What follows belongs to an exercise in optimizing a design on an open flow for small area and few clock cycles; a production flow would make more cautious choices.
Only simulation tests tie the RTL to the original design; equivalence was not proved.
Power is estimated from default activity; no workload was simulated.

== job 1554 ==
// rtmp_chunk_decoder
module rtmp_chunk_decoder (
    input  wire        clk,
    input  wire        rst,
    input  wire        in_valid,
    output wire        in_ready,
    input  wire [1:0]  in_kind,
    input  wire [7:0]  in_data,
    output wire        out_valid,
    input  wire        out_ready,
    output wire [2:0]  out_kind,
    output wire [16:0] out_csid,
    output wire [1:0]  out_fmt,
    output wire [31:0] out_ts,
    output wire [23:0] out_len,
    output wire [7:0]  out_type,
    output wire [31:0] out_msid,
    output wire [23:0] out_chunk_len,
    output wire        out_start,
    output wire [7:0]  out_data,
    output wire [7:0]  out_code,
    output wire [2:0]  out_phase,
    output wire        out_partial
);
==> flow/config.mk <==
export PLATFORM = sky130hd
export DESIGN_NAME = rtmp_chunk_decoder
export DESIGN_NICKNAME = rtmp_chunk_decoder
export VERILOG_FILES = /design/flow/design.v
export SDC_FILE = /design/flow/constraint.sdc
export NUM_CORES = 4
export LEC_CHECK = 0
export CAP_MARGIN = 20
export CORE_MARGIN = 2
export CORE_UTILIZATION = 40
export CTS_BUF_LIST = sky130_fd_sc_hd__clkbuf_16
export CTS_CLUSTER_DIAMETER = 70
export CTS_CLUSTER_SIZE = 36
export SLEW_MARGIN = 20
==> flow/constraint.sdc <==
create_clock -name core_clock -period 12.0 [get_ports {clk}]
set_input_delay 2.4000 -clock core_clock [delete_from_list [all_inputs] [get_ports {clk}]]
set_output_delay 2.4000 -clock core_clock [all_outputs]
set_load 0.01 [all_outputs]
standard.sh (not shown) runs the stock make flow with config.mk's settings and CLKGATE_MAP_FILE= SYNTH_SCRIPT=/design/flow/synth_recipe.tcl, a recipe that flattens the netlist after the stock synthesis.
==> flow/flow/run.sh <==
#!/bin/bash
# The standard layout, with the port buffers made of the smallest buffer
# cell instead of the one buffer_ports picks by default.
set -euo pipefail
export BUFFER_PORTS_ARGS="-buffer_cell sky130_fd_sc_hd__buf_1"
bash standard.sh > standard_flow.log 2>&1
Job 1554: no failed stages, no open violations at the end
Testbench counts of job 1554, summed over its fixed seeds: cycles 102,785.
Here is what was changed in the inputs of job 9582 compared with job 1554.
-- flow/config.mk --
<<< job 1554, line 10
export CORE_UTILIZATION = 40
export CTS_BUF_LIST = sky130_fd_sc_hd__clkbuf_16
export CTS_CLUSTER_DIAMETER = 70
export CTS_CLUSTER_SIZE = 36
export SLEW_MARGIN = 20
>>> job 9582, line 10
export CORE_UTILIZATION = 40
export CTS_BUF_LIST = sky130_fd_sc_hd__clkbuf_16
export CTS_CLUSTER_DIAMETER = 80
export CTS_CLUSTER_SIZE = 30
export SLEW_MARGIN = 20
Findings:
Compared with job 1554, in job 9582 total non-filler cell area in the finished layout went down 1.1%, total power went down, worst setup slack went down by 0.015 ns, layout net count about even.
The power density normalized to cell area number comes out lower for job 9582 vs job 1554.
As far as met1 layer wirelength in the final routing is concerned, job 1554 and job 9582 perform about the same.
Combinational power share essentially unchanged between job 9582 and job 1554.
~same final clock period utilization by the worst path in job 9582 and job 1554
On highest clock rate, job 9582 and job 1554 are neck and neck.
Sort job 9582 and job 1554 by routed length on met3 desc -> top: job 9582
diff inputs: job 9582 => job 7328
-- flow/config.mk --
<<< job 9582, line 9
export CORE_MARGIN = 2
export CORE_UTILIZATION = 40
export CTS_BUF_LIST = sky130_fd_sc_hd__clkbuf_16
export CTS_CLUSTER_DIAMETER = 80
export CTS_CLUSTER_SIZE = 30
export SLEW_MARGIN = 20
>>> job 7328, line 9
export CORE_MARGIN = 2
export CORE_UTILIZATION = 40
export CTS_BUF_LIST = sky130_fd_sc_hd__clkbuf_8
export CTS_CLUSTER_DIAMETER = 60
export CTS_CLUSTER_SIZE = 20
export SLEW_MARGIN = 20
Notes after the runs:
Routed wire length in job 7328 is 1.2% above job 9582. Between job 7328 and job 9582, the data-path buffer share of cell area in the final layout does not differ in any meaningful way. Summary of the comparison: final worst hold slack is lower in job 7328, relative to job 9582. Looking at worst-margin pin slew across job 9582 and job 7328, the one that comes out higher is job 9582.

-- what the ideal ports hide --
In the flow no input, the clock included, has a driving cell. The finished layouts below were timed again as built, in two steps.
Step 1 assumes that a clkbuf_16 drives the clock port and a buf_2 every other input.
Step 2 moves the port delays by t, midway between the first and last clock arrival at a register: inputs arrive t later, outputs are due t later. That takes back most of the time a late clock gives input paths.
Three values: no drivers, after step 1, after step 2; two values: the first two.
run | t, ns | setup slack, ns | worst setup path after step 2
job 1554 | 0.716 | 2.900 / 2.944 / 2.228 | input to register
job 9582 | 0.707 | 2.885 / 2.926 / 2.219 | input to register
job 7328 | 0.797 | 2.967 / 3.006 / 2.209 | input to register
After both steps setup and hold are still met in every run listed. The setup slack of job 7328, which loses most, moves by +0.039 ns with the drivers and by -0.758 ns with both steps.
